What follows belongs to an exercise in optimizing a design on an open flow for small area; a production flow would make more cautious choices. The RTL was checked by simulation tests, not by an equivalence proof against the original design. The clock port is modelled as an ideal driver; clocking choices that lean on that would not hold on a real chip. Power figures rest on the tool's default switching activity, not on a simulated workload.

**design.v**
```verilog
module psx_timebase (
    input  wire        clk,
    input  wire        rst,
    output reg  [5:0]  ph,
    output reg  [30:0] seq_hi,
    output wire        seq_odd,
    output wire        tick
);
    reg first;
    wire hold = first & (ph == 6'd50);
    always @(posedge clk) begin
        if (rst) begin
            ph     <= 6'd52;
            first  <= 1'b1;
            seq_hi <= 31'd0;
        end else begin
            if (hold)
                first <= 1'b0;
            else
                ph <= ph + 6'd1;
            if (ph == 6'd63)
                seq_hi <= seq_hi + 31'd1;
        end
    end
    assign seq_odd = ph[5] & ph[4] & (ph[3] | (ph[2] & ph[1] & ph[0]));
    assign tick    = (ph == 6'd51);
endmodule
module psx_producer (
    input  wire        clk,
    input  wire [13:0] pins,
    input  wire [5:0]  ph,
    output reg  [13:0] level
);
    always @(posedge clk) begin
        if (ph == 6'd52)
            level <= pins;
    end
endmodule
module psx_consumer (
    input  wire        clk,
    input  wire        rst,
    input  wire        rd_start,
    input  wire [5:0]  ph,
    input  wire [13:0] level,
    output wire        rd_busy,
    output reg         rd_valid,
    output reg  [13:0] res
);
    reg [3:0] cnt;    
    wire ph_ok = (ph >= 6'd9) && (ph <= 6'd54);
    always @(posedge clk) begin
        if (rst) begin
            cnt      <= 4'd0;
            rd_valid <= 1'b0;
        end else if (cnt == 4'd0) begin
            if (rd_start) begin
                cnt      <= 4'd1;
                rd_valid <= 1'b0;
            end
        end else if (cnt == 4'd10) begin
            if (ph_ok) begin
                cnt      <= 4'd0;
                rd_valid <= 1'b1;
            end
        end else begin
            cnt <= cnt + 4'd1;
        end
    end
    always @(posedge clk) begin
        if (!rd_valid && !(ph[5] & ph[4]))
            res <= level;
    end
    assign rd_busy = (cnt != 4'd0);
endmodule
module psx_annunciator (
    input  wire       clk,
    input  wire       rst,
    input  wire       tick,
    input  wire       st_valid,
    input  wire [2:0] st_code,
    output reg        indicator
);
    localparam [2:0] S_IDLE = 3'd0, S_READY = 3'd1, S_POLLING = 3'd2,
                     S_CONFIG = 3'd3, S_ERROR = 3'd4;
    reg [2:0] status;
    reg [8:0] el;
    reg [1:0] count;    
    wire set_change = st_valid && (st_code <= S_ERROR) && (st_code != status);
    wire at_50  = el[5] & el[4] & el[0];                    
    wire at_100 = el[6] & el[5] & el[1] & el[0];            
    wire at_200 = el[7] & el[6] & el[2] & el[1] & el[0];    
    wire at_300 = el[8] & el[5] & el[3] & el[1] & el[0];    
    wire paused = (status == S_CONFIG) ? (count == 2'd3) : (count == 2'd2);
    always @(posedge clk) begin
        if (rst) begin
            status    <= S_IDLE;
            el        <= 9'd0;
            count     <= 2'd0;
            indicator <= 1'b0;
        end else if (set_change) begin
            status    <= st_code;
            el        <= 9'd0;
            count     <= 2'd0;
            indicator <= 1'b0;
        end else if (tick) begin
            el <= el + 9'd1;
            case (status)
                S_READY: if (at_200) begin
                    indicator <= ~indicator;
                    el        <= 9'd0;
                end
                S_ERROR: if (at_50) begin
                    indicator <= ~indicator;
                    el        <= 9'd0;
                end
                S_POLLING, S_CONFIG: begin
                    if (!paused) begin
                        if (at_100) begin
                            indicator <= ~indicator;
                            el        <= 9'd0;
                            if (indicator)
                                count <= count + 2'd1;
                        end
                    end else if (at_300) begin
                        count     <= 2'd0;
                        el        <= 9'd0;
                        indicator <= 1'b1;
                    end
                end
                default: ;
            endcase
        end
    end
endmodule
module psx_snapshot_block (
    input  wire        clk,
    input  wire        rst,
    input  wire [13:0] pins,
    input  wire        rd_start,
    output wire        rd_busy,
    output wire        rd_valid,
    output wire [63:0] rd_data,
    input  wire        st_valid,
    input  wire [2:0]  st_code,
    output wire        indicator,
    output wire [31:0] seq_dbg
);
    wire [5:0]  ph;
    wire [30:0] seq_hi;
    wire        seq_odd;
    wire        tick;
    wire [13:0] level;
    wire [13:0] L;
    psx_timebase u_timebase (
        .clk     (clk),
        .rst     (rst),
        .ph      (ph),
        .seq_hi  (seq_hi),
        .seq_odd (seq_odd),
        .tick    (tick)
    );
    psx_producer u_producer (
        .clk   (clk),
        .pins  (pins),
        .ph    (ph),
        .level (level)
    );
    psx_consumer u_consumer (
        .clk      (clk),
        .rst      (rst),
        .rd_start (rd_start),
        .ph       (ph),
        .level    (level),
        .rd_busy  (rd_busy),
        .rd_valid (rd_valid),
        .res      (L)
    );
    psx_annunciator u_annunciator (
        .clk       (clk),
        .rst       (rst),
        .tick      (tick),
        .st_valid  (st_valid),
        .st_code   (st_code),
        .indicator (indicator)
    );
    assign rd_data[7:0]   = {L[10], L[9], L[11], L[8], L[12], 1'b1, 1'b1, L[13]};
    assign rd_data[15:8]  = {L[3], L[1], L[0], L[2], L[5], L[4], L[7], L[6]};
    assign rd_data[23:16] = {8{~L[6]}};
    assign rd_data[31:24] = {8{~L[7]}};
    assign rd_data[63:32] = 32'h80808080;
    assign seq_dbg = {seq_hi, seq_odd};
endmodule
```
**run.sh**
```bash
#!/bin/bash
# synth_recipe.tcl (not shown) runs the flow's synth.tcl, then flattens the netlist and writes it again
# the make line also repeats each setting of config.mk as NAME=value (left out here)
make -C /OpenROAD-flow-scripts/flow DESIGN_CONFIG=/design/flow/config.mk WORK_HOME=/design/flow/orfs CLKGATE_MAP_FILE= SYNTH_SCRIPT=/design/flow/synth_recipe.tcl finish
```
**config.mk**
```make
export PLATFORM = sky130hd
export DESIGN_NAME = psx_snapshot_block
export DESIGN_NICKNAME = psx_snapshot_block
export VERILOG_FILES = /design/flow/design.v
export SDC_FILE = /design/flow/constraint.sdc
export NUM_CORES = 4
export LEC_CHECK = 0
export CAP_MARGIN = 20
export CORE_MARGIN = 2
export CORE_UTILIZATION = 40
export SLEW_MARGIN = 20
```
**constraint.sdc**
```tcl
create_clock -name core_clock -period 10.0 [get_ports {clk}]
set_input_delay 2.0000 -clock core_clock [delete_from_list [all_inputs] [get_ports {clk}]]
set_output_delay 2.0000 -clock core_clock [all_outputs]
set_load 0.01 [all_outputs]
```
==> impl_summary.log, run 1 <==
INFO  metric initial_core_util = 40.7%
INFO  metric cts_resized = 0
INFO  metric critPathMostFrequentCell = inv_1
INFO  metric timing.critical_path.max_delay_family = buffers and inverters
INFO  metric power_density = 135 nW/um^2
INFO  metric setup.worst_path.class = flip-flop to output pin
INFO  metric tritoncts = done
INFO  metric die_area = 11200 sq um
INFO  metric io_buffers = 85
INFO  metric viasPerCell = 4.64
INFO  metric route.final.wire_length = 7640 um
INFO  metric hold_class = flip-flop to flip-flop
INFO  metric ir_drop = 0.0582 mV
INFO  metric synthesis.yosys.warnings = 4
INFO  metric yosys_register_bits = 86
INFO  metric area_of_the_core = around 10000 sq um
INFO  metric synthesis.instances = 423
INFO  metric cts-buffers-inserted = 9
INFO  metric final_cell_mix = 85 x clkdlybuf4s50_1, 59 x nor2_1, 58 x dfxtp_1
INFO  metric seqCellArea = 2000 sq um
INFO  metric layout.cell_area.non_filler = 5090 sq um
INFO  metric post-route-worst-setup-slack = 6.12 ns
INFO  metric holdBufCountCts = 0
INFO  metric worstPathCellList = inv_1, ha_1, nor3b_1, inv_1, clkdlybuf4s50_1
INFO  metric hold_viol_final = 0
INFO  metric io_pins = 120
INFO  metric number_of_distinct_library_cells_after_synthesis = 51
INFO  metric timing.critical_path.arrival = approximately 1.9 ns
INFO  metric final_count_of_pins_violating_max_slew = 0
INFO  metric area_delta_synth_final = 22.8%
INFO  metric max_cap_viol_count = 0
INFO  metric place.detailed.instances = 617
INFO  metric vias = 2934
INFO  metric total_leakage_power = 1.89 nW
INFO  metric slew_at_the_pin_closest_to_its_max_slew_limit = 0.651 ns
INFO  metric worstPathRequired = approximately 8 ns
INFO  metric globalplace.congestion = 0.769
INFO  metric largest_net_degree_at_the_start_of_global_routing = 46
INFO  metric post-route-drc-count = 0
INFO  metric finClkSkew = 0.00949 ns
INFO  metric crit_path_max_incr_delay = 0.50 ns
INFO  metric min_period = a little under 4 ns
INFO  metric rsz0062_at_grt = no
INFO  metric critical_path.max_fanout = 5
INFO  metric total_of_fill_cells_in_the_finished_design = 948
INFO  metric layout-drive-gt1-share = between 6 and 7%
INFO  metric grt_usage = 13.7%
INFO  metric cpMaxStageDelayCell = clkdlybuf4s50_1
INFO  metric mostFrequentLayoutCell = clkdlybuf4s50_1
INFO  metric area_of_the_multi_input_gates = 1820 sq um
INFO  metric stdcell_count = 633
INFO  metric mappedNetlistArea = 4140 sq um
INFO  metric antenna_left = 0
INFO  metric numClockSinks = 86
INFO  metric place_worst_setup_slack = 6.33 ns
INFO  metric ys_seq_area_share = 48.3%
INFO  metric r2r_setup_slack = 7.72 ns
INFO  metric setup_total_negative_slack = 0 ns
INFO  metric final-setup-viol-count = 0
INFO  metric outcome = finished clean
INFO  metric cts.htree.levels = 3
INFO  metric routed_length_per_placed_instance = roughly 12 um
INFO  metric antenna_cells_inserted = 0
INFO  metric setup.worst_path.start_class = flip-flop
INFO  metric grt_first_pass_wirelength = 12600 um
INFO  metric worstSetupEndpointType = output pin
INFO  metric max_freq = 258 MHz
INFO  metric rows = 37
INFO  metric chipWidth = 106 um
INFO  metric placement.cell_area = between 4000 and 5000 sq um
INFO  metric clockBufferDepth = 2
INFO  metric firstDrtPassIters = 4
INFO  metric grt_antenna_before_repair = 0
INFO  metric height_of_the_die = 106 um
INFO  metric drt_iter0_markers = 82
INFO  metric path_clk_slew = around 0.090 ns
INFO  metric clock_insertion_delay_worst_skew = between 0.3 and 0.4 ns
INFO  metric count_of_buffering_cells_on_the_critical_path_with_inverters_included = 3
INFO  metric fin_nets = 524
INFO  metric clk_root_buffer_cell = clkbuf_8
INFO  metric vias_in_the_first_global_route = between 2000 and 3000
INFO  metric gr-total-overflow = 0
INFO  metric period_share = between 30 and 40%
INFO  metric post-cts-setup-buffer-count = 0
INFO  metric worst_slew_margin_rel = a little under three fifths
INFO  metric post-dp-hpwl = 5440 um
INFO  metric synth.avg_cell_area = 9.79 sq um
-- flip-flops by register name, summed over array words and instances (netlist names) --
name	cells
u_consumer.rd_valid	1
u_consumer.cnt	4
u_timebase.first	1
u_annunciator.indicator	1
u_timebase.ph	6
u_annunciator.count	2
u_timebase.seq_hi	31
u_consumer.res	14
u_annunciator.el	9
u_annunciator.status	3
u_producer.level	14
-- cell type report --
cell class | count | share of cell area [%]
Tap cell | 136 | 3.34
Multi-Input combinational cell | 300 | 35.8
Timing Repair Buffer | 86 | 16.9
Clock buffer | 9 | 2.43
Inverter | 9 | 0.664
Clock inverter | 7 | 1.55
Sequential cell | 86 | 39.3
-- metrics by stage --
stage                     power [mW]  utilization (%)  hold WS (ns)
final                          0.686             50.0         0.425
after global routing           0.718             50.0         0.432
after CTS                      0.696             49.9         0.427
after detailed placement       0.444             47.9         0.407
after global placement         0.443             47.9         0.402
after floorplan                0.433                -         0.400
-- power breakdown --
part / total (mW) / switching, mW / internal (mW)
logic: 0.0543 / 0.0319 / 0.0225
registers: 0.382 / 0.00677 / 0.375
clock network: 0.249 / 0.130 / 0.119
-- worst paths after layout --
check / cells after the start / start / to
setup / recovery: 5 / u_consumer.cnt[0]$_SDFFE_PP0P_ / rd_busy
hold / removal: 0 / u_producer.level[12]$_DFFE_PN_ / u_consumer.res[12]$_DFFE_PP_
setup reg to reg: 7 / u_timebase.ph[1]$_SDFFE_PP0N_ / u_timebase.seq_hi[15]$_SDFFE_PP0N_
hold reg to reg: 0 / u_producer.level[12]$_DFFE_PN_ / u_consumer.res[12]$_DFFE_PP_
-- synthesized netlist by cell type (all sizes together) --
cell / count / area, sq um
edfxtp: 28 / 841
inv: 9 / 33.8
o31ai: 2 / 15.0
ha: 11 / 138
nand2: 37 / 139
a211o: 1 / 8.76
a21o: 2 / 16.3
buf: 53 / 393
o2111ai: 1 / 15.0
o21ai: 8 / 40.0
nor3b: 1 / 7.51
nor4: 6 / 65.1
a21oi: 13 / 65.1
nor2: 60 / 225
nand3b: 3 / 35.0
dfxtp: 58 / 1160
o211ai: 1 / 7.51
conb: 2 / 7.51
a211oi: 1 / 7.51
and2: 4 / 25.0
nand3: 15 / 75.1
or3b: 1 / 8.76
a22oi: 1 / 7.51
mux2i: 2 / 20.0
or2: 1 / 6.26
or3: 3 / 18.8
xor2: 29 / 262
nand4: 15 / 115
mux2: 1 / 11.3
a31oi: 1 / 6.26
and2b: 2 / 16.3
nor2b: 1 / 6.26
xnor2: 15 / 131
and4: 6 / 52.6
a31o: 1 / 8.76
o21a: 1 / 7.51
nand2b: 2 / 12.5
and3: 11 / 70.1
clkbuf: 7 / 26.3
nor3: 7 / 35.0
-- logic make-up after synthesis --
group | Yosys count | synth area share (%)
adders and majority gates | 11 | 3.32
buffers and inverters | 69 | 10.9
DFF | 86 | 48.3
other | 2 | 0.181
muxes | 3 | 0.755
and+or+nand+nor | 175 | 22.0
AOI/OAI and AO/OA | 33 | 4.95
xor gates and xnor gates | 44 | 9.48
-- per-layer routing --
layer	vias up	share of wire [%]	GRT usage (%)
met5	-	0	0
met4	0	1.5	5.26
met3	11	5.1	2.72
met2	85	47	22.4
met1	1346	46	17.9
li1	1492	-	-
==> inputs of run 2 (changes only) <==
==> flow/run.sh (new file) <==
#!/bin/bash
# Own layout flow: the standard ORFS flow (standard.sh) with these changes:
#  - synthesis is the standard script (synth_recipe.tcl) with an area-oriented ABC
#    script for the combinational logic; registers are mapped exactly as in the
#    standard synthesis;
#  - the port buffers buffer_ports inserts are the smallest buffer, buf_1;
#  - tie cells are not duplicated per load;
#  - clock tree: small clock buffers, no dummy loads.
# Every tool's full output goes to the ORFS logs under orfs/logs and to
# own_flow.log in this folder.
set -euo pipefail
W=$(cd "$(dirname "$0")/.." && pwd)
F=$W/flow
cd "$W"
{
  printf 'proc abc {args} { set i [lsearch $args -script]; if {$i >= 0} { lset args [expr {$i+1}] %s }; yosys abc {*}$args }\n' "$F/abc_area.script"
  cat "$W/synth_recipe.tcl"
} > "$W/own_synth.tcl"
bash "$W/standard.sh" \
  SYNTH_SCRIPT="$W/own_synth.tcl" \
  BUFFER_PORTS_ARGS="-buffer_cell sky130_fd_sc_hd__buf_1" \
  SKIP_REPAIR_TIE_FANOUT=1 \
  CTS_ARGS="-sink_clustering_enable -repair_clock_nets -dont_use_dummy_load" \
  finish > "$W/own_flow.log" 2>&1
==> flow/abc_area.script (new file) <==
strash
ifraig
dc2
strash
&get -n
&dch -f
&nf -R 1000
&put
topo
==> standard.sh (new file) <==
#!/bin/bash
# synth_recipe.tcl (not shown) runs the flow's synth.tcl, then flattens the netlist and writes it again
# the make line also repeats each setting of config.mk as NAME=value (left out here)
make -C /OpenROAD-flow-scripts/flow DESIGN_CONFIG=/design/flow/config.mk WORK_HOME=/design/flow/orfs CLKGATE_MAP_FILE= SYNTH_SCRIPT=/design/flow/synth_recipe.tcl "${@:-finish}"
removed: run.sh
==> impl_summary.log, run 2 <==
INFO  metric ys.flop_type = dfxtp_1
INFO  metric cell_internal_pwr = 473 uW (-8.4%)
INFO  metric reg2reg_end = u_timebase.seq_hi[27]$_SDFFE_PP0N_
INFO  metric yosys.cell_count.top_type = dfxtp_1
INFO  metric use_met2 = 20.7% (-1.7 points)
INFO  metric height_of_the_die = 102 um (-4.0%)
INFO  metric synthesis.instances = 383 (-9.5%)
INFO  metric period_share = 39.8% (+0.97 points)
INFO  metric worstSetupEndpointType = flip-flop
INFO  metric groute.layer.met1.usage = 17.1% (-0.81 points)
INFO  metric post-route-drc-count = 0 (unchanged)
INFO  metric final_cell_mix = 84 x buf_1, 58 x dfxtp_1, 38 x a21oi_1
INFO  metric pwr-share-clk = 29.9% (-6.5 points)
INFO  metric finClkSkew = 0.0240 ns (+0.0145 ns)
INFO  metric commonest_cells_in_the_synthesized_netlist = 58 x dfxtp_1, 49 x buf_4, 38 x a21oi_1, 38 x nor2_1, 30 x nor3_1
INFO  metric tritoncts = done
INFO  metric flop_pwr_share = 62.3% (+6.6 points)
INFO  metric routed_length_per_placed_instance = 12.1 um (+0.18%)
INFO  metric grt-busiest-layer = met2
INFO  metric holdBufCountCts = 0 (unchanged)
INFO  metric yosys.area_share.xor_xnor = 2.99% (-6.5 points)
INFO  metric numClockSinks = 86 (unchanged)
INFO  metric grt_antenna_before_repair = 0 (unchanged)
INFO  metric largest_register_ffs = 31 (unchanged)
INFO  metric clock_insertion_delay_worst_skew = 0.35 ns (about the same)
INFO  metric switching_power = 143 uW (-15%)
INFO  metric cts_resized = 0 (unchanged)
INFO  metric slew_at_the_pin_closest_to_its_max_slew_limit = 0.694 ns (+0.0422 ns)
INFO  metric viasPerCell = 4.87 (+5.1%)
INFO  metric rows = 35 (-5.4%)
INFO  metric holdPathStages = 0 (unchanged)
INFO  metric clk_root_buffer_cell = clkbuf_8
INFO  metric outcome = finished clean
INFO  metric vias = 2722 (-7.2%)
INFO  metric yosys-mux-area-fraction = 0.789% (+0.034 points)
INFO  metric layout.cell_area.non_filler = 4060 sq um (-20%)
INFO  metric total_leakage_power = 1.49 nW (-21%)
INFO  metric hold_path_startpoint = u_producer.level[9]$_DFFE_PN_
INFO  metric total_of_fill_cells_in_the_finished_design = 898 (-5.3%)
INFO  metric fin_nets = 464 (-11%)
INFO  metric synth.avg_cell_area = 9.94 sq um (+1.5%)
INFO  metric drt_iter0_markers = 88 (+7.3%)
INFO  metric grt_usage = 13.3% (-0.40 points)
INFO  metric antenna_cells_inserted = 0 (unchanged)
INFO  metric layout-drive-gt1-share = 3.02% (-3.0 points)
INFO  metric regToRegStartpoint = u_timebase.ph[0]$_SDFFE_PP0N_
INFO  metric hold_viol_final = 0 (unchanged)
INFO  metric io_pins = 120 (unchanged)
INFO  metric setup.worst_path.class = flip-flop to flip-flop
INFO  metric globalplace.congestion = 0.762 (-0.90%)
INFO  metric hold_end = u_consumer.res[9]$_DFFE_PP_
INFO  metric placement.cell_area = 3940 sq um (-19%)
INFO  metric yosysTopAreaCellShare = 30.5% (+2.5 points)
INFO  metric min_period = 3.98 ns (+0.0965 ns)
INFO  metric synth_async_sr_flop_share = 0% (unchanged)
INFO  metric initial_core_util = 41.2% (+0.52 points)
INFO  metric ys_seq_area_share = 52.6% (+4.3 points)
INFO  metric area_of_the_core = 9240 sq um (-9.3%)
INFO  metric biggestRegsByFlops = u_timebase.seq_hi x31, u_consumer.res x14, u_producer.level x14
INFO  metric final_count_of_pins_violating_max_slew = 0 (unchanged)
INFO  metric post-dp-hpwl = 4860 um (-11%)
INFO  metric mappedNetlistArea = 3810 sq um (-8.1%)
INFO  metric number_of_distinct_library_cells_after_synthesis = 31 (-39%)
INFO  metric yosys_register_bits = 86 (unchanged)
INFO  metric vias_in_the_first_global_route = 2411 (-12%)
INFO  metric die_area = 10300 sq um (-7.8%)
INFO  metric place_worst_setup_slack = 6.00 ns (-0.324 ns)
INFO  metric power.share.combinational = 7.8% (about the same)
INFO  metric post-cts-setup-buffer-count = 0 (unchanged)
INFO  metric chipWidth = 102 um (-4.0%)
INFO  metric final-setup-viol-count = 0 (unchanged)
INFO  metric r2r_setup_slack = 6.02 ns (-1.70 ns)
INFO  metric area_delta_synth_final = 6.71%
INFO  metric critical_path.max_fanout = 5 (unchanged)
INFO  metric hold_class = flip-flop to flip-flop
INFO  metric firstDrtPassIters = 4 (unchanged)
INFO  metric rsz0062_at_grt = no
INFO  metric power_density = 152 nW/um^2 (+13%)
INFO  metric worst-r2r-cell-count = 17 (+10)
INFO  metric yosys-top-cells-area = dfxtp_1 31%, edfxtp_1 22%, buf_4 9.7%
INFO  metric area_of_the_multi_input_gates = 1400 sq um (-23%)
INFO  metric gr-total-overflow = 0 (unchanged)
INFO  metric cts-buffers-inserted = 9 (unchanged)
INFO  metric mostFrequentLayoutCell = buf_1
INFO  metric grt_first_pass_wirelength = 10800 um (-14%)
INFO  metric timing.critical_path.arrival = 4.22 ns (+2.34 ns)
INFO  metric registers.top_by_ff_count = u_timebase.seq_hi
INFO  metric largest_net_degree_at_the_start_of_global_routing = 48 (+4.3%)
INFO  metric setup_total_negative_slack = 0 ns (unchanged)
INFO  metric worst_hold_margin = 0.420 ns (-0.00560 ns)
INFO  metric max_cap_viol_count = 0 (unchanged)
INFO  metric worst_slew_margin_rel = 53.7% (-2.5 points)
INFO  metric post-route-worst-setup-slack = 6.02 ns (-0.0965 ns)
INFO  metric synthDominantAreaCellType = dfxtp_1
INFO  metric worstPathRequired = 10.24 ns (+2.24 ns)
INFO  metric seqCellArea = 2000 sq um (unchanged)
INFO  metric synth_enable_flop_cells = 28 (unchanged)
INFO  metric antenna_left = 0 (unchanged)
INFO  metric synthesis.yosys.warnings = 4 (unchanged)
INFO  metric setup.worst_path.start_class = flip-flop
INFO  metric power_switching_share = 23.2% (-1.4 points)
INFO  metric combinational_family_with_the_most_area_after_synthesis = simple AND/OR/NAND/NOR gates
INFO  metric ir_drop = 0.0588 mV (+1.2%)
INFO  metric synth_compound_gate_area_share = 9.60% (+4.6 points)
INFO  metric max_freq = 251 MHz (-2.4%)
INFO  metric cts.htree.levels = 3 (unchanged)
INFO  metric path_clk_slew = 0.07 ns (-0.02 ns)
INFO  metric grt.met3_usage = 4.00% (+1.3 points)
INFO  metric route.final.wire_length = 6760 um (-12%)
INFO  metric io_buffers = 85 (unchanged)
INFO  metric clockBufferDepth = 2 (unchanged)
INFO  metric yosys.area_share.adder = 3.62% (+0.29 points)
INFO  metric synth_simple_gate_area_share = 19.6% (-2.5 points)
## run 2: cell types whose count changed in the layout (fill, tap and decap cells not counted), moves of 21 or more
cell / before / now
clkdlybuf4s50_1: 85 / 0
buf_1: 0 / 84
conb_1: 34 / 2
a21oi_1: 13 / 38
nor3_1: 6 / 30
nor2_1: 59 / 37
xor2_1: 28 / 6
nand2_1: 37 / 16
## run 2: metal layers
layer  vias to the layer above  wire (um)
met5                         -          0
met4                         0         92
met3                         8        456
met2                        88       2950
met1                      1227       3250
li1                       1399          -
## run 2: area by class of cell
cell class	count	share of cell area [%]
Sequential cell	86	49.3
Multi-Input combinational cell	238	34.5
Timing Repair Buffer	87	8.26
Tap cell	129	3.97
Clock buffer	9	3.05
Inverter	10	0.924
## run 2: power groups by stage
stage          Sequential, mW  Combinational, mW  Clock, mW
2_1_floorplan           0.391             0.0436          0
3_3_place_gp            0.392             0.0481          0
3_5_place_dp            0.392             0.0487          0
4_1_cts                 0.384             0.0490      0.193
5_1_grt                 0.386             0.0562      0.206
6_report                0.384             0.0482      0.184
## run 2: worst max path at each step
stage | from | endpoint | cells after the start
final | u_timebase.ph[0]$_SDFFE_PP0N_ | u_timebase.seq_hi[27]$_SDFFE_PP0N_ | 17
after global routing | u_timebase.ph[0]$_SDFFE_PP0N_ | u_timebase.seq_hi[27]$_SDFFE_PP0N_ | 17
after CTS | u_timebase.ph[0]$_SDFFE_PP0N_ | u_timebase.seq_hi[27]$_SDFFE_PP0N_ | 17
after detailed placement | u_timebase.ph[0]$_SDFFE_PP0N_ | u_timebase.seq_hi[27]$_SDFFE_PP0N_ | 17
after global placement | u_timebase.ph[0]$_SDFFE_PP0N_ | u_timebase.seq_hi[27]$_SDFFE_PP0N_ | 17
after floorplan | u_timebase.ph[0]$_SDFFE_PP0N_ | u_timebase.seq_hi[27]$_SDFFE_PP0N_ | 17
## run 2: cell families after synthesis
family	after synthesis
buf+inv	59
xor+xnor	13
compound gates	63
fa+ha+maj	11
simple gates	146
other cells	2
flops	86
mux	3
## run 2: metrics by stage
step / total power [mW] / utilization (%) / cells
3_5_place_dp: 0.441 / 42.6 / 550
2_1_floorplan: 0.434 / - / 383
4_1_cts: 0.626 / 43.9 / 559
3_3_place_gp: 0.440 / 42.6 / 550
6_report: 0.616 / 44.0 / 559
5_1_grt: 0.648 / 44.0 / 559
## run 2: critical path, cell delays in order (launching register included)
cell	delay, ns
dfxtp_1	0.42
ha_1	0.27
nand3_1	0.14
nor2_1	0.29
and2_0	0.19
and3_1	0.19
and4_1	0.22
nor2b_1	0.22
and3_1	0.20
and4_1	0.26
nand3_1	0.11
nor2_1	0.16
and3_1	0.21
and3_1	0.20
and3_1	0.22
and4_1	0.28
a21oi_1	0.09
a311oi_1	0.22
==> inputs of run 3 (changes only) <==
--- a/flow/run.sh
+++ b/flow/run.sh
@@ -5,7 +5,7 @@
 #    standard synthesis;
 #  - the port buffers buffer_ports inserts are the smallest buffer, buf_1;
 #  - tie cells are not duplicated per load;
-#  - clock tree: small clock buffers, no dummy loads.
+#  - clock tree: no dummy loads.
 # Every tool's full output goes to the ORFS logs under orfs/logs and to
 # own_flow.log in this folder.
 set -euo pipefail
==> flow/abc_area.script (replaced) <==
strash
ifraig
&get -n
&deepsyn -T 20
&put
strash
&get -n
&dch -f
&nf -R 1000
&put
topo
==> impl_summary.log, run 3 <==
INFO  metric synth_compound_gate_area_share = 9.78% (+0.18 points)
INFO  metric worstSetupEndpointType = flip-flop
INFO  metric clk_root_buffer_cell = clkbuf_8
INFO  metric grt_first_pass_wirelength = 10800 um (-0.57%)
INFO  metric hold_class = flip-flop to flip-flop
INFO  metric timing.critical_path.arrival = 4.49 ns (+0.27 ns)
INFO  metric antenna_cells_inserted = 0 (unchanged)
INFO  metric hold_path_startpoint = u_producer.level[13]$_DFFE_PN_
INFO  metric setup.worst_path.class = flip-flop to flip-flop
INFO  metric worst_slew_margin_rel = 58.0% (+4.3 points)
INFO  metric io_pins = 120 (unchanged)
INFO  metric final_count_of_pins_violating_max_slew = 0 (unchanged)
INFO  metric clockBufferDepth = 2 (unchanged)
INFO  metric fin_nets = 444 (-4.3%)
INFO  metric height_of_the_die = 100 um (-1.2%)
INFO  metric grt_usage = 13.4% (+0.092 points)
INFO  metric synth_simple_gate_area_share = 19.1% (-0.44 points)
INFO  metric synth_enable_flop_cells = 28 (unchanged)
INFO  metric vias_in_the_first_global_route = 2302 (-4.5%)
INFO  metric firstDrtPassIters = 4 (unchanged)
INFO  metric yosys-mux-area-fraction = 0.573% (-0.22 points)
INFO  metric drt_iter0_markers = 110 (+25%)
INFO  metric outcome = finished clean
INFO  metric r2r_setup_slack = 5.72 ns (-0.30 ns)
INFO  metric post-cts-setup-buffer-count = 0 (unchanged)
INFO  metric total_leakage_power = 1.45 nW (-2.8%)
INFO  metric holdBufCountCts = 0 (unchanged)
INFO  metric yosys.area_share.xor_xnor = 1.65% (-1.3 points)
INFO  metric commonest_cells_in_the_synthesized_netlist = 58 x dfxtp_1, 49 x buf_4, 43 x nor3_1
INFO  metric setup_total_negative_slack = 0 ns (unchanged)
INFO  metric worst-r2r-cell-count = 19 (+2)
INFO  metric rows = 35 (unchanged)
INFO  metric synth.avg_cell_area = 10.2 sq um (+2.9%)
INFO  metric grt_antenna_before_repair = 0 (unchanged)
INFO  metric finClkSkew = 0.0236 ns (-0.000425 ns)
INFO  metric holdPathStages = 0 (unchanged)
INFO  metric utilization = 43.4% (-0.56 points)
INFO  metric power_density = 162 nW/um^2 (+6.7%)
INFO  metric globalplace.congestion = 0.752 (-1.2%)
INFO  metric io_buffers = 85 (unchanged)
INFO  metric rsz0062_at_grt = no
INFO  metric die_area = 10100 sq um (-2.4%)
INFO  metric mappedNetlistArea = 3710 sq um (-2.5%)
INFO  metric largest_register_ffs = 31 (unchanged)
INFO  metric gr-total-overflow = 0 (unchanged)
INFO  metric routed_length_per_placed_instance = 12.6 um (+4.5%)
INFO  metric vias = 2624 (-3.6%)
INFO  metric area_of_the_core = 9110 sq um (-1.4%)
INFO  metric mostFrequentLayoutCell = buf_1
INFO  metric hold_end = u_consumer.res[13]$_DFFE_PP_
INFO  metric yosysTopAreaCellShare = 31.3% (+0.78 points)
INFO  metric min_period = 4.28 ns (+0.299 ns)
INFO  metric area_delta_synth_final = 6.51%
INFO  metric numClockSinks = 86 (unchanged)
INFO  metric largest_net_degree_at_the_start_of_global_routing = 45 (-6.3%)
INFO  metric yosys.area_share.adder = 3.71% (+0.093 points)
INFO  metric reg2reg_end = u_timebase.seq_hi[30]$_SDFFE_PP0N_
INFO  metric cts-buffers-inserted = 9 (unchanged)
INFO  metric final-setup-viol-count = 0 (unchanged)
INFO  metric synthesis.instances = 363 (-5.2%)
INFO  metric clock_insertion_delay_worst_skew = 0.35 ns (about the same)
INFO  metric synth_async_sr_flop_share = 0% (unchanged)
INFO  metric yosys-top-cells-area = dfxtp_1 31%, edfxtp_1 23%, buf_4 9.9%
INFO  metric combinational_family_with_the_most_area_after_synthesis = simple AND/OR/NAND/NOR gates
INFO  metric post-route-drc-count = 0 (unchanged)
INFO  metric initial_core_util = 40.7% (-0.45 points)
INFO  metric post-dp-hpwl = 4830 um (-0.60%)
INFO  metric regToRegStartpoint = u_timebase.ph[1]$_SDFFE_PP0N_
INFO  metric setup.worst_path.start_class = flip-flop
INFO  metric biggestRegsByFlops = u_timebase.seq_hi x31, u_consumer.res x14, u_producer.level x14
INFO  metric yosys_register_bits = 86 (unchanged)
INFO  metric max_cap_viol_count = 0 (unchanged)
INFO  metric synthDominantAreaCellType = dfxtp_1
INFO  metric antenna_left = 0 (unchanged)
INFO  metric route.final.wire_length = 6580 um (-2.6%)
INFO  metric period_share = 42.8% (+3.0 points)
INFO  metric ys.flop_type = dfxtp_1
INFO  metric path_clk_slew = 0.08 ns (about the same)
INFO  metric critical_path.max_fanout = 6 (+1)
INFO  metric viasPerCell = 5.04 (+3.4%)
INFO  metric layout-drive-gt1-share = 3.17% (+0.15 points)
INFO  metric worstPathRequired = 10.22 ns (-0.02 ns)
INFO  metric cts_resized = 0 (unchanged)
INFO  metric ir_drop = 0.0854 mV (+45%)
INFO  metric hold_viol_final = 0 (unchanged)
INFO  metric tritoncts = done
INFO  metric ys_seq_area_share = 53.9% (+1.3 points)
INFO  metric registers.top_by_ff_count = u_timebase.seq_hi
INFO  metric cts.htree.levels = 3 (unchanged)
INFO  metric max_freq = 234 MHz (-7.0%)
INFO  metric slew_at_the_pin_closest_to_its_max_slew_limit = 0.629 ns (-0.0652 ns)
INFO  metric final_cell_mix = 84 x buf_1, 58 x dfxtp_1, 42 x nor3_1
INFO  metric number_of_distinct_library_cells_after_synthesis = 37 (+19%)
INFO  metric yosys.cell_count.top_type = dfxtp_1
INFO  metric synthesis.yosys.warnings = 4 (unchanged)
INFO  metric chipWidth = 100 um (-1.2%)
run 3: changes by cell type after synthesis, sizes merged, moves of 4 or more:
cell    delta
nand2      -6
xnor2      -4
o21bai     -6
nand3      -8
nor3      +13
nor2      -18
and3       +7
run 3: layout make-up:
| cell class | instances | area (sq um) |
|---|---|---|
| clock buffer | 9 | 124 |
| fill | 898 | 5160 |
| inverter | 11 | 41.3 |
| multi-input combinational | 217 | 1310 |
| sequential | 86 | 2000 |
| tap | 111 | 139 |
| timing repair buffer | 87 | 335 |
run 3: per-stage QoR:
stage / cells / hold WS, ns / setup slack [ns] / total power [mW] / cell area (sq um)
final: 521 / 0.405 / 5.72 / 0.640 / 3950
after global routing: 521 / 0.411 / 5.21 / 0.673 / 3950
after CTS: 521 / 0.407 / 5.74 / 0.650 / 3950
after detailed placement: 512 / 0.405 / 5.74 / 0.466 / 3820
after global placement: 512 / 0.402 / 5.86 / 0.463 / 3820
after floorplan: 363 / 0.400 / 6.14 / 0.455 / 3710
run 3: cells by family after synthesis:
| family | Yosys count |
|---|---|
| AO/OA/AOI/OAI | 63 |
| XOR/XNOR | 7 |
| adder cells (fa/ha/maj) | 11 |
| buffers and inverters | 60 |
| flip-flops | 86 |
| multiplexers | 2 |
| other | 2 |
| AND/OR/NAND/NOR | 132 |
run 3: critical path, stage by stage (launching register included):
cell,delay (ns)
dfxtp_1,0.42
ha_1,0.25
nand3_1,0.14
nor2_1,0.25
and3_1,0.23
and3_1,0.20
and3_1,0.20
and3_1,0.20
and3_1,0.22
and3_1,0.21
and3_1,0.21
and3_1,0.20
and3_1,0.21
and3_1,0.20
and3_1,0.20
and3_1,0.20
and3_1,0.20
and3_1,0.20
and3_1,0.16
nor3_1,0.04
run 3: how the worst max path moves through the flow:
stage	from	endpoint	slack, ns	cells past startpoint
floorplan	u_timebase.ph[1]$_SDFFE_PP0N_	u_timebase.seq_hi[29]$_SDFFE_PP0N_	6.14	19
global route	u_timebase.ph[1]$_SDFFE_PP0N_	u_timebase.seq_hi[29]$_SDFFE_PP0N_	5.21	19
global placement	u_timebase.ph[1]$_SDFFE_PP0N_	u_timebase.seq_hi[29]$_SDFFE_PP0N_	5.86	19
CTS	u_timebase.ph[1]$_SDFFE_PP0N_	u_timebase.seq_hi[30]$_SDFFE_PP0N_	5.74	19
detailed placement	u_timebase.ph[1]$_SDFFE_PP0N_	u_timebase.seq_hi[30]$_SDFFE_PP0N_	5.74	19
finish	u_timebase.ph[1]$_SDFFE_PP0N_	u_timebase.seq_hi[30]$_SDFFE_PP0N_	5.72	19
run 3: power by group:
group | total (mW) | switching (mW) | internal (mW)
registers | 0.391 | 0.0110 | 0.380
logic | 0.0673 | 0.0431 | 0.0242
clock network | 0.182 | 0.101 | 0.0805
total | 0.640 | 0.156 | 0.484
run 3: layer usage:
metal / GRT usage, % / routed length, um
met5: 0 / 0
met2: 21.5 / 3010
met4: 4.74 / 82
met3: 4.94 / 432
met1: 16.7 / 3060
==> inputs of run 4 (changes only) <==
==> design.v (replaced) <==
module psx_timebase (
    input  wire        clk,
    input  wire        rst,
    output wire [5:0]  ph,
    output wire [30:0] seq_hi,
    output wire        seq_odd,
    output wire        tick
);
    reg        first;
    reg [36:0] cnt;
    wire hold = first & ph[5] & ~ph[4];
    always @(posedge clk) begin
        if (rst) begin
            cnt   <= {31'd0, 6'd52};
            first <= 1'b1;
        end else begin
            if (hold)
                first <= 1'b0;
            else
                cnt <= cnt + 37'd1;
        end
    end
    assign ph      = cnt[5:0];
    assign seq_hi  = cnt[36:6];
    assign seq_odd = ph[5] & ph[4] & (ph[3] | (ph[2] & ph[1] & ph[0]));
    assign tick    = (ph == 6'd51);
endmodule
module psx_producer (
    input  wire        clk,
    input  wire [13:0] pins,
    input  wire [5:0]  ph,
    output reg  [13:0] level
);
    always @(posedge clk) begin
        if (ph == 6'd52)
            level <= pins;
    end
endmodule
module psx_consumer (
    input  wire        clk,
    input  wire        rst,
    input  wire        rd_start,
    input  wire [5:0]  ph,
    input  wire        seq_odd,
    input  wire [13:0] level,
    output wire        rd_busy,
    output wire        rd_valid,
    output reg  [13:0] res
);
    localparam [3:0] C_NONE = 4'd0, C_DONE = 4'd1,
                     C_B1 = 4'd8,  C_B2 = 4'd9,  C_B3 = 4'd10, C_B4 = 4'd11,
                     C_B5 = 4'd12, C_B6 = 4'd13, C_B7 = 4'd14, C_B8 = 4'd15,
                     C_B9 = 4'd2,  C_B10 = 4'd3;
    reg [3:0] st, nx;
    wire ph_ok = ~seq_odd & (ph[5] | ph[4] | (ph[3] & (ph[2] | ph[1] | ph[0])));
    always @* begin
        case (st)
            C_NONE, C_DONE: nx = rd_start ? C_B1 : st;
            C_B1:  nx = C_B2;
            C_B2:  nx = C_B3;
            C_B3:  nx = C_B4;
            C_B4:  nx = C_B5;
            C_B5:  nx = C_B6;
            C_B6:  nx = C_B7;
            C_B7:  nx = C_B8;
            C_B8:  nx = C_B9;
            C_B9:  nx = C_B10;
            C_B10: nx = ph_ok ? C_DONE : C_B10;
            default: nx = C_NONE;
        endcase
    end
    always @(posedge clk) begin
        if (rst)
            st <= C_NONE;
        else
            st <= nx;
    end
    always @(posedge clk) begin
        if (!rd_valid && !(ph[5] & ph[4]))
            res <= level;
    end
    assign rd_valid = (st == C_DONE);
    assign rd_busy  = (st != C_NONE) && (st != C_DONE);
endmodule
module psx_annunciator (
    input  wire       clk,
    input  wire       rst,
    input  wire       tick,
    input  wire       st_valid,
    input  wire [2:0] st_code,
    output reg        indicator
);
    localparam [2:0] S_IDLE = 3'd0, S_READY = 3'd1, S_POLLING = 3'd2,
                     S_CONFIG = 3'd3, S_ERROR = 3'd4;
    reg  [2:0] status;
    wire [8:0] el;
    reg  [1:0] count;    
    wire set_change = st_valid && (st_code <= S_ERROR) && (st_code != status);
    wire at_50  = el[5] & el[4] & el[0];                    
    wire at_100 = el[6] & el[5] & el[1] & el[0];            
    wire at_200 = el[7] & el[6] & el[2] & el[1] & el[0];    
    wire at_300 = el[8] & el[5] & el[3] & el[1] & el[0];    
    wire blinky = (status == S_POLLING) || (status == S_CONFIG);
    wire paused = count[1] & (count[0] | ~status[0]);
    wire hit = (status == S_READY)  ? at_200 :
               (status == S_ERROR)  ? at_50  :
               !blinky              ? 1'b0   :
               paused               ? at_300 : at_100;
    wire fire = tick & hit;
    psx_tick_counter u_el (
        .clk (clk),
        .clr (rst | set_change | fire),
        .en  (tick),
        .q   (el)
    );
    always @(posedge clk) begin
        if (rst) begin
            status    <= S_IDLE;
            count     <= 2'd0;
            indicator <= 1'b0;
        end else if (set_change) begin
            status    <= st_code;
            count     <= 2'd0;
            indicator <= 1'b0;
        end else if (fire) begin
            if (blinky && paused) begin
                count     <= 2'd0;
                indicator <= 1'b1;
            end else begin
                indicator <= ~indicator;
                if (blinky && indicator)
                    count <= count + 2'd1;
            end
        end
    end
endmodule
module psx_tick_counter (
    input  wire       clk,
    input  wire       clr,
    input  wire       en,
    output reg  [8:0] q
);
    always @(posedge clk) begin
        if (clr)
            q <= 9'd0;
        else if (en)
            q <= q + 9'd1;
    end
endmodule
module psx_snapshot_block (
    input  wire        clk,
    input  wire        rst,
    input  wire [13:0] pins,
    input  wire        rd_start,
    output wire        rd_busy,
    output wire        rd_valid,
    output wire [63:0] rd_data,
    input  wire        st_valid,
    input  wire [2:0]  st_code,
    output wire        indicator,
    output wire [31:0] seq_dbg
);
    wire [5:0]  ph;
    wire [30:0] seq_hi;
    wire        seq_odd;
    wire        tick;
    wire [13:0] level;
    wire [13:0] L;
    psx_timebase u_timebase (
        .clk     (clk),
        .rst     (rst),
        .ph      (ph),
        .seq_hi  (seq_hi),
        .seq_odd (seq_odd),
        .tick    (tick)
    );
    psx_producer u_producer (
        .clk   (clk),
        .pins  (pins),
        .ph    (ph),
        .level (level)
    );
    psx_consumer u_consumer (
        .clk      (clk),
        .rst      (rst),
        .rd_start (rd_start),
        .ph       (ph),
        .seq_odd  (seq_odd),
        .level    (level),
        .rd_busy  (rd_busy),
        .rd_valid (rd_valid),
        .res      (L)
    );
    psx_annunciator u_annunciator (
        .clk       (clk),
        .rst       (rst),
        .tick      (tick),
        .st_valid  (st_valid),
        .st_code   (st_code),
        .indicator (indicator)
    );
    assign rd_data[7:0]   = {L[10], L[9], L[11], L[8], L[12], 1'b1, 1'b1, L[13]};
    assign rd_data[15:8]  = {L[3], L[1], L[0], L[2], L[5], L[4], L[7], L[6]};
    assign rd_data[23:16] = {8{~L[6]}};
    assign rd_data[31:24] = {8{~L[7]}};
    assign rd_data[63:32] = 32'h80808080;
    assign seq_dbg = {seq_hi, seq_odd};
endmodule
==> impl_summary.log, run 4 <==
INFO  metric drt_iter0_markers = 103 (-6.4%)
INFO  metric setup.worst_path.start_class = flip-flop
INFO  metric flop_pwr_share = 59.7% (-1.3 points)
INFO  metric largest_net_degree_at_the_start_of_global_routing = 37 (-18%)
INFO  metric switching_power = 222 uW (+43%)
INFO  metric layout.cell_area.non_filler = 3790 sq um (-4.1%)
INFO  metric total_leakage_power = 1.40 nW (-3.9%)
INFO  metric cpMaxStageDelayCell = dfxtp_1
INFO  metric io_pins = 120 (unchanged)
INFO  metric synthDominantAreaCellType = dfxtp_1
INFO  metric final_count_of_pins_violating_max_slew = 0 (unchanged)
INFO  metric worstPathRequired = 10.28 ns (+0.06 ns)
INFO  metric yosysTopAreaCellShare = 32.1% (+0.77 points)
INFO  metric slew_at_the_pin_closest_to_its_max_slew_limit = 0.967 ns (+0.339 ns)
INFO  metric setup.worst_path.class = flip-flop to flip-flop
INFO  metric firstDrtPassIters = 4 (unchanged)
INFO  metric critPathMostFrequentCell = and3_1
INFO  metric post-cts-setup-buffer-count = 0 (unchanged)
INFO  metric worst_hold_margin = 0.411 ns (+0.00657 ns)
INFO  metric synth_enable_flop_cells = 28 (unchanged)
INFO  metric ys_seq_area_share = 55.7% (+1.7 points)
INFO  metric power.share.combinational = 17.1% (+6.6 points)
INFO  metric route.final.wire_length = 6510 um (-1.2%)
INFO  metric power_switching_share = 28.4% (+4.1 points)
INFO  metric r2r_setup_slack = 5.72 ns (about the same)
INFO  metric timing.critical_path.max_delay_family = simple AND/OR/NAND/NOR gates
INFO  metric post-route-drc-count = 0 (unchanged)
INFO  metric ir_drop = 0.0964 mV (+13%)
INFO  metric setup_total_negative_slack = 0 ns (unchanged)
INFO  metric yosys-top-cells-area = dfxtp_1 32%, edfxtp_1 24%, buf_4 10%
INFO  metric post-route-worst-setup-slack = 5.72 ns (-0.00369 ns)
INFO  metric critical_path.max_fanout = 6 (unchanged)
INFO  metric antenna_cells_inserted = 0 (unchanged)
INFO  metric cts-buffers-inserted = 9 (unchanged)
INFO  metric hold_end = u_consumer.res[5]$_DFFE_PP_
INFO  metric grt_usage = 14.0% (+0.60 points)
INFO  metric placement.cell_area = 3670 sq um (-4.1%)
INFO  metric ys.flop_type = dfxtp_1
INFO  metric reg2reg_end = u_timebase.cnt[36]$_SDFFE_PP0N_
INFO  metric hold_path_startpoint = u_producer.level[5]$_DFFE_PN_
INFO  metric power_density = 207 nW/um^2 (+28%)
INFO  metric regToRegStartpoint = u_timebase.cnt[1]$_SDFFE_PP0N_
INFO  metric place_worst_setup_slack = 5.72 ns (-0.0249 ns)
INFO  metric worst_slew_margin_rel = 35.2% (-23 points)
INFO  metric crit_path_max_incr_delay = 0.42 ns (about the same)
INFO  metric pwr-share-clk = 23.2% (-5.2 points)
INFO  metric routed_length_per_placed_instance = 12.9 um (+2.2%)
INFO  metric number_of_distinct_library_cells_after_synthesis = 40 (+8.1%)
INFO  metric hold_viol_final = 0 (unchanged)
INFO  metric layout-drive-gt1-share = 3.03% (-0.14 points)
INFO  metric cts.htree.levels = 3 (unchanged)
INFO  metric holdBufCountCts = 0 (unchanged)
INFO  metric commonest_cells_in_the_synthesized_netlist = 57 x dfxtp_1, 49 x buf_4, 41 x a21oi_1
INFO  metric area_delta_synth_final = 6.47% (about the same)
INFO  metric mostFrequentLayoutCell = buf_1
INFO  metric numClockSinks = 85 (-1.2%)
INFO  metric initial_core_util = 41.0% (+0.28 points)
INFO  metric cell_internal_pwr = 562 uW (+16%)
INFO  metric grt_antenna_before_repair = 0 (unchanged)
INFO  metric height_of_the_die = 98.3 um (-2.0%)
INFO  metric rows = 34 (-2.9%)
INFO  metric max_cap_viol_count = 0 (unchanged)
INFO  metric synth.avg_cell_area = 10.2 sq um (-0.23%)
INFO  metric outcome = finished clean
INFO  metric synthesis.instances = 349 (-3.9%)
INFO  metric synthesis.yosys.warnings = 5 (+1)
INFO  metric antenna_left = 0 (unchanged)
INFO  metric path_clk_slew = 0.08 ns (about the same)
INFO  metric clockBufferDepth = 2 (unchanged)
INFO  metric yosys.cell_count.top_type = dfxtp_1
INFO  metric rsz0062_at_grt = no
INFO  metric die_area = 9670 sq um (-3.9%)
INFO  metric holdPathStages = 0 (unchanged)
INFO  metric worst-r2r-cell-count = 21 (+2)
INFO  metric gr-total-overflow = 0 (unchanged)
INFO  metric area_of_the_core = 8680 sq um (-4.7%)
INFO  metric min_period = 4.28 ns (+0.00369 ns)
INFO  metric chipWidth = 98.3 um (-2.0%)
INFO  metric registers.top_by_ff_count = u_timebase.cnt
INFO  metric tritoncts = done
INFO  metric post-dp-hpwl = 4710 um (-2.6%)
INFO  metric vias_in_the_first_global_route = 2351 (+2.1%)
INFO  metric power = 784 uW (+23%)
INFO  metric hold_class = flip-flop to flip-flop
INFO  metric mappedNetlistArea = 3560 sq um (-4.1%)
INFO  metric yosys_register_bits = 85 (-1.2%)
INFO  metric io_buffers = 85 (unchanged)
INFO  metric grt_first_pass_wirelength = 11000 um (+2.3%)
INFO  metric largest_register_ffs = 37 (+19%)
INFO  metric vias = 2578 (-1.8%)
INFO  metric viasPerCell = 5.12 (+1.6%)
INFO  metric synth_async_sr_flop_share = 0% (unchanged)
INFO  metric final_cell_mix = 85 x buf_1, 57 x dfxtp_1, 41 x a21oi_1
INFO  metric finClkSkew = 0.0250 ns (+0.00136 ns)
INFO  metric biggestRegsByFlops = u_timebase.cnt x37, u_consumer.res x14, u_producer.level x14
INFO  metric worstSetupEndpointType = flip-flop
INFO  metric count_of_buffering_cells_on_the_critical_path_with_inverters_included = 0 (unchanged)
INFO  metric final-setup-viol-count = 0 (unchanged)
INFO  metric clock_insertion_delay_worst_skew = 0.34 ns (about the same)
INFO  metric fin_nets = 423 (-4.7%)
INFO  metric clk_root_buffer_cell = clkbuf_8
INFO  metric period_share = 42.8% (about the same)
INFO  metric globalplace.congestion = 0.739 (-1.8%)
INFO  metric timing.critical_path.arrival = 4.56 ns (+0.07 ns)
INFO  metric worstPathCellList = ha_1, nand3_1, nor2_1, and2_0, and3_1, and3_1, and3_1, and3_1, and3_1, and3_1, and3_1, and3_1, and3_1, and3_1, and3_1, and3_1, and3_1, and3_1, and2_0, o21ai_0, a21oi_1
INFO  metric cts_resized = 0 (unchanged)
INFO  metric max_freq = 234 MHz (about the same)
[run 4: changes by cell type in the layout (fill, tap and decap cells not counted), sizes merged, moves of 3 or more]
cell    delta
nor2b      -3
a21oi      +3
clkinv     +3
and4       -3
nor3       -6
ha         -7
[run 4: cell families after synthesis]
group                    count (synthesis)  synth area share, %
buffers and inverters                   63                 11.8
adder cells (fa/ha/maj)                  4                 1.41
other                                    2                0.211
multiplexers                             2                0.598
XOR/XNOR                                 3                0.738
AO/OA/AOI/OAI                           74                 12.2
flip-flops                              85                 55.7
AND/OR/NAND/NOR                        116                 17.4
[run 4: layout make-up]
cell class | instances | area (sq um)
Fill cell | 866 | 4890
Sequential cell | 85 | 1980
Multi-Input combinational cell | 201 | 1160
Timing Repair Buffer | 87 | 334
Tap cell | 108 | 135
Clock buffer | 9 | 124
Inverter | 14 | 52.6
[run 4: how the worst max path moves through the flow]
stage / from / to / slack [ns] / cells after the start
after floorplan: u_timebase.cnt[0]$_SDFFE_PP0N_ / u_timebase.cnt[36]$_SDFFE_PP0N_ / 5.98 / 21
final: u_timebase.cnt[1]$_SDFFE_PP0N_ / u_timebase.cnt[36]$_SDFFE_PP0N_ / 5.72 / 21
after CTS: u_timebase.cnt[0]$_SDFFE_PP0N_ / u_timebase.cnt[36]$_SDFFE_PP0N_ / 5.71 / 21
after global placement: u_timebase.cnt[0]$_SDFFE_PP0N_ / u_timebase.cnt[36]$_SDFFE_PP0N_ / 5.81 / 21
after global routing: u_timebase.cnt[1]$_SDFFE_PP0N_ / u_timebase.cnt[36]$_SDFFE_PP0N_ / 5.27 / 21
after detailed placement: u_timebase.cnt[1]$_SDFFE_PP0N_ / u_timebase.cnt[36]$_SDFFE_PP0N_ / 5.72 / 21
[run 4: metal layers]
metal  global-route usage, %  vias to the layer above  wire, um
li1                        -                     1310         -
met1                    18.5                     1164      2990
met2                    20.8                       99      2830
met3                    6.44                        5       620
met4                    3.90                        0        68
met5                       0                        -         0
[run 4: per-stage QoR]
step | instances | utilization [%]
5_1_grt | 504 | 43.7
4_1_cts | 504 | 43.7
3_5_place_dp | 495 | 42.2
2_1_floorplan | 349 | -
3_3_place_gp | 495 | 42.2
6_report | 504 | 43.7
[run 4: power by group through the flow]
stage | logic [mW] | clock network, mW | registers, mW
floorplan | 0.111 | 0 | 0.477
global placement | 0.135 | 0 | 0.472
detailed placement | 0.138 | 0 | 0.477
CTS | 0.137 | 0.194 | 0.469
global route | 0.151 | 0.206 | 0.476
finish | 0.134 | 0.182 | 0.468
==> inputs of run 5 (changes only) <==
--- a/flow/run.sh
+++ b/flow/run.sh
@@ -20,5 +20,6 @@
   SYNTH_SCRIPT="$W/own_synth.tcl" \
   BUFFER_PORTS_ARGS="-buffer_cell sky130_fd_sc_hd__buf_1" \
   SKIP_REPAIR_TIE_FANOUT=1 \
-  CTS_ARGS="-sink_clustering_enable -repair_clock_nets -dont_use_dummy_load" \
+  CTS_ARGS="-sink_clustering_enable -repair_clock_nets -dont_use_dummy_load -buf_list sky130_fd_sc_hd__clkbuf_4" \
+  POST_CTS_TCL="$F/post_cts.tcl" \
   finish > "$W/own_flow.log" 2>&1
==> flow/post_cts.tcl (new file) <==
estimate_parasitics -placement
set limit 0.105
set up {}
foreach pin [get_pins -hierarchical */CLK] {
  set worst 0
  foreach a {max min} { foreach e {rise fall} {
    set s [get_property $pin slew_${a}_$e]
    if {$s > $worst} { set worst $s }
  } }
  if {$worst > $limit} {
    set drv [get_pins -of_objects [get_nets -of_objects $pin] -filter "direction == output"]
    foreach d $drv {
      set inst [get_property $d full_name]
      set inst [string range $inst 0 [expr {[string last / $inst] - 1}]]
      if {[lsearch $up $inst] < 0} { lappend up $inst }
    }
  }
}
foreach inst $up {
  set c [get_cells $inst]
  set m [get_property $c ref_name]
  puts "post_cts: $inst ($m) drives a clock pin with slew over [expr {$limit * 1000}] ps"
  if {$m eq "sky130_fd_sc_hd__clkbuf_4"} {
    replace_cell $inst sky130_fd_sc_hd__clkbuf_8
  }
}
if {[llength $up]} {
  detailed_placement
  estimate_parasitics -placement
}
==> impl_summary.log, run 5 <==
INFO  metric area_of_the_core = 8680 sq um (unchanged)
INFO  metric io_pins = 120 (unchanged)
INFO  metric final_cell_mix = 85 x buf_1, 57 x dfxtp_1, 41 x a21oi_1
INFO  metric tritoncts = done
INFO  metric flop_pwr_share = 60.8% (+1.1 points)
INFO  metric worst_slew_margin_rel = 35.2% (about the same)
INFO  metric setup.worst_path.start_class = flip-flop
INFO  metric synth.avg_cell_area = 10.2 sq um (unchanged)
INFO  metric route.final.wire_length = 6470 um (-0.61%)
INFO  metric drt_iter0_markers = 110 (+6.8%)
INFO  metric worstSetupEndpointType = flip-flop
INFO  metric antenna_left = 0 (unchanged)
INFO  metric total_leakage_power = 1.39 nW (-0.56%)
INFO  metric switching_power = 222 uW (-0.35%)
INFO  metric placement.cell_area = 3670 sq um (unchanged)
INFO  metric grt_usage = 13.9% (-0.090 points)
INFO  metric layout-drive-gt1-share = 3.03% (unchanged)
INFO  metric setup_total_negative_slack = 0 ns (unchanged)
INFO  metric combinational_family_with_the_most_area_after_synthesis = simple AND/OR/NAND/NOR gates
INFO  metric max_freq = 233 MHz (-0.38%)
INFO  metric power.share.combinational = 17.4% (+0.3 points)
INFO  metric post-route-drc-count = 0 (unchanged)
INFO  metric rows = 34 (unchanged)
INFO  metric height_of_the_die = 98.3 um (unchanged)
INFO  metric synth_async_sr_flop_share = 0% (unchanged)
INFO  metric ys.flop_type = dfxtp_1
INFO  metric initial_core_util = 41.0% (unchanged)
INFO  metric globalplace.congestion = 0.739 (unchanged)
INFO  metric grt_antenna_before_repair = 0 (unchanged)
INFO  metric power_switching_share = 28.8% (+0.42 points)
INFO  metric synthDominantAreaCellType = dfxtp_1
INFO  metric clock_insertion_delay_worst_skew = 0.41 ns (+0.07 ns)
INFO  metric critical_path.startpoint = u_timebase.cnt[1]$_SDFFE_PP0N_
INFO  metric yosys.area_share.xor_xnor = 0.738% (unchanged)
INFO  metric path_clk_slew = 0.08 ns (about the same)
INFO  metric biggestRegsByFlops = u_timebase.cnt x37, u_consumer.res x14, u_producer.level x14
INFO  metric firstDrtPassIters = 4 (unchanged)
INFO  metric regToRegStartpoint = u_timebase.cnt[1]$_SDFFE_PP0N_
INFO  metric outcome = finished clean
INFO  metric yosysTopAreaCellShare = 32.1% (unchanged)
INFO  metric total_of_fill_cells_in_the_finished_design = 867 (+0.12%)
INFO  metric largest_net_degree_at_the_start_of_global_routing = 37 (unchanged)
INFO  metric numClockSinks = 85 (unchanged)
INFO  metric critical_path.max_fanout = 6 (unchanged)
INFO  metric io_buffers = 85 (unchanged)
INFO  metric pwr-share-clk = 21.7% (-1.5 points)
INFO  metric commonest_cells_in_the_synthesized_netlist = 57 x dfxtp_1, 49 x buf_4, 41 x a21oi_1
INFO  metric area_delta_synth_final = 5.94%
INFO  metric power_density = 204 nW/um^2 (-1.3%)
INFO  metric worst_hold_margin = 0.411 ns (-0.000104 ns)
INFO  metric largest_register_ffs = 37 (unchanged)
INFO  metric fin_nets = 423 (unchanged)
INFO  metric hold_class = flip-flop to flip-flop
INFO  metric timing.critical_path.arrival = 4.63 ns (+0.07 ns)
INFO  metric grt_first_pass_wirelength = 11000 um (about the same)
INFO  metric rsz0062_at_grt = no
INFO  metric yosys.area_share.adder = 1.41% (unchanged)
INFO  metric yosys_register_bits = 85 (unchanged)
INFO  metric r2r_setup_slack = 5.70 ns (-0.02 ns)
INFO  metric max_cap_viol_count = 0 (unchanged)
INFO  metric antenna_cells_inserted = 0 (unchanged)
INFO  metric final-setup-viol-count = 0 (unchanged)
INFO  metric final_count_of_pins_violating_max_slew = 0 (unchanged)
INFO  metric gr-total-overflow = 0 (unchanged)
INFO  metric vias_in_the_first_global_route = 2358 (+0.30%)
INFO  metric viasPerCell = 5.13 (+0.19%)
INFO  metric chipWidth = 98.3 um (unchanged)
INFO  metric place_worst_setup_slack = 5.72 ns (unchanged)
INFO  metric synth_enable_flop_cells = 28 (unchanged)
INFO  metric die_area = 9670 sq um (unchanged)
INFO  metric slew_at_the_pin_closest_to_its_max_slew_limit = 0.967 ns (-0.000307 ns)
INFO  metric power = 770 uW (-1.8%)
INFO  metric synth_compound_gate_area_share = 12.2% (unchanged)
INFO  metric routed_length_per_placed_instance = 12.8 um (-0.61%)
INFO  metric yosys-mux-area-fraction = 0.598% (unchanged)
INFO  metric registers.top_by_ff_count = u_timebase.cnt
INFO  metric worstPathRequired = 10.34 ns (+0.06 ns)
INFO  metric number_of_distinct_library_cells_after_synthesis = 40 (unchanged)
INFO  metric worst-r2r-cell-count = 21 (unchanged)
INFO  metric mappedNetlistArea = 3560 sq um (unchanged)
INFO  metric ir_drop = 0.0850 mV (-12%)
INFO  metric finClkSkew = 0.0200 ns (-0.00501 ns)
INFO  metric min_period = 4.30 ns (+0.0163 ns)
INFO  metric mostFrequentLayoutCell = buf_1
INFO  metric yosys-top-cells-area = dfxtp_1 32%, edfxtp_1 24%, buf_4 10%
INFO  metric cell_internal_pwr = 548 uW (-2.4%)
INFO  metric post-dp-hpwl = 4710 um (unchanged)
INFO  metric post-route-worst-setup-slack = 5.70 ns (-0.0163 ns)
INFO  metric yosys.cell_count.top_type = dfxtp_1
INFO  metric period_share = 43.0% (+0.16 points)
INFO  metric layout.cell_area.non_filler = 3770 sq um (-0.50%)
INFO  metric ys_seq_area_share = 55.7% (unchanged)
INFO  metric timing.critical_path.to = u_timebase.cnt[36]$_SDFFE_PP0N_
INFO  metric synthesis.instances = 349 (unchanged)
INFO  metric setup.worst_path.class = flip-flop to flip-flop
INFO  metric reg2reg_end = u_timebase.cnt[36]$_SDFFE_PP0N_
INFO  metric synth_simple_gate_area_share = 17.4% (unchanged)
INFO  metric hold_viol_final = 0 (unchanged)
INFO  metric vias = 2583 (+0.19%)
INFO  metric synthesis.yosys.warnings = 5 (unchanged)
==> run 5: worst min path at each step <==
stage	from	to	slack [ns]	depth (start not counted)
final	u_producer.level[5]$_DFFE_PN_	u_consumer.res[5]$_DFFE_PP_	0.41	0
after detailed placement	u_producer.level[5]$_DFFE_PN_	u_consumer.res[5]$_DFFE_PP_	0.41	0
after global placement	u_producer.level[7]$_DFFE_PN_	u_consumer.res[7]$_DFFE_PP_	0.40	0
after floorplan	u_producer.level[0]$_DFFE_PN_	u_consumer.res[0]$_DFFE_PP_	0.40	0
after global routing	u_producer.level[5]$_DFFE_PN_	u_consumer.res[5]$_DFFE_PP_	0.42	0
==> run 5: final cells by class <==
cell class                      count  area [sq um]  share of cell area, %
Multi-Input combinational cell    201          1160                   30.8
Inverter                           14          52.6                   1.39
Tap cell                          108           135                   3.58
Clock buffer                        9           105                   2.79
Sequential cell                    85          1980                   52.6
Timing Repair Buffer               87           334                   8.86
==> run 5: cells by family after synthesis <==
kind of cell | after synthesis
AO/OA/AOI/OAI | 74
XOR/XNOR | 3
multiplexers | 2
other | 2
buffers and inverters | 63
AND/OR/NAND/NOR | 116
adder cells (fa/ha/maj) | 4
flip-flops | 85
==> run 5: stage by stage <==
stage               util [%]  cells
global route            43.5    504
detailed placement      42.2    495
floorplan                  -    349
finish                  43.5    504
global placement        42.2    495
==> run 5: power groups by stage <==
stage	Clock (mW)	Combinational [mW]	Sequential [mW]
after detailed placement	0	0.138	0.477
after global placement	0	0.135	0.472
after floorplan	0	0.111	0.477
after global routing	0.190	0.152	0.476
final	0.167	0.134	0.468
==> run 5: critical path, stage by stage (launching register included) <==
cell and delay, ns:
dfxtp_1 0.42, ha_1 0.24, nand3_1 0.12, nor2_1 0.13, and2_0 0.19, and3_1 0.21
and3_1 0.20, and3_1 0.20, and3_1 0.20, and3_1 0.20, and3_1 0.20, and3_1 0.20
and3_1 0.21, and3_1 0.20, and3_1 0.19, and3_1 0.20, and3_1 0.21, and3_1 0.20
and3_1 0.18, and2_0 0.14, o21ai_0 0.08, a21oi_1 0.11
==> run 5: metal layers <==
| metal | vias to the layer above | part of all wire [%] | global-route usage [%] |
|---|---|---|---|
| met2 | 95 | 44 | 20.9 |
| met5 | - | 0 | 0 |
| li1 | 1314 | - | - |
| met3 | 5 | 8.5 | 6.01 |
| met1 | 1169 | 47 | 18.5 |
| met4 | 0 | 0.63 | 3.90 |

==> port drivers added, routing unchanged <==
How much do the figures lean on ideal ports? The routed layouts below were timed once more, with nothing changed but the port constraints.
Step 1, drivers: a clkbuf_16 drives clk and a buf_2 each remaining input, both assumed.
Step 2 also shifts input and output timing later by t, the mid clock arrival at the registers, as if the neighbouring blocks saw the same clock.
Slacks: ideal / step 1 / step 2; pairs: ideal / step 1.
run | t, ns | setup slack, ns | hold slack, ns | clock arrival spread, ns
run 1 | 0.369 | 6.119 / 6.090 / 6.358 | 0.425 / 0.425 / 0.425 | 0.010 / 0.010
run 2 | 0.371 | 6.022 / 6.022 / 6.022 | 0.420 / 0.420 / 0.420 | 0.024 / 0.024
run 3 | 0.366 | 5.723 / 5.723 / 5.723 | 0.405 / 0.405 / 0.405 | 0.024 / 0.024
run 4 | 0.359 | 5.719 / 5.719 / 5.719 | 0.411 / 0.411 / 0.411 | 0.025 / 0.025
run 5 | 0.425 | 5.703 / 5.703 / 5.703 | 0.411 / 0.411 / 0.411 | 0.020 / 0.021
After both steps setup and hold are still met in every run listed.
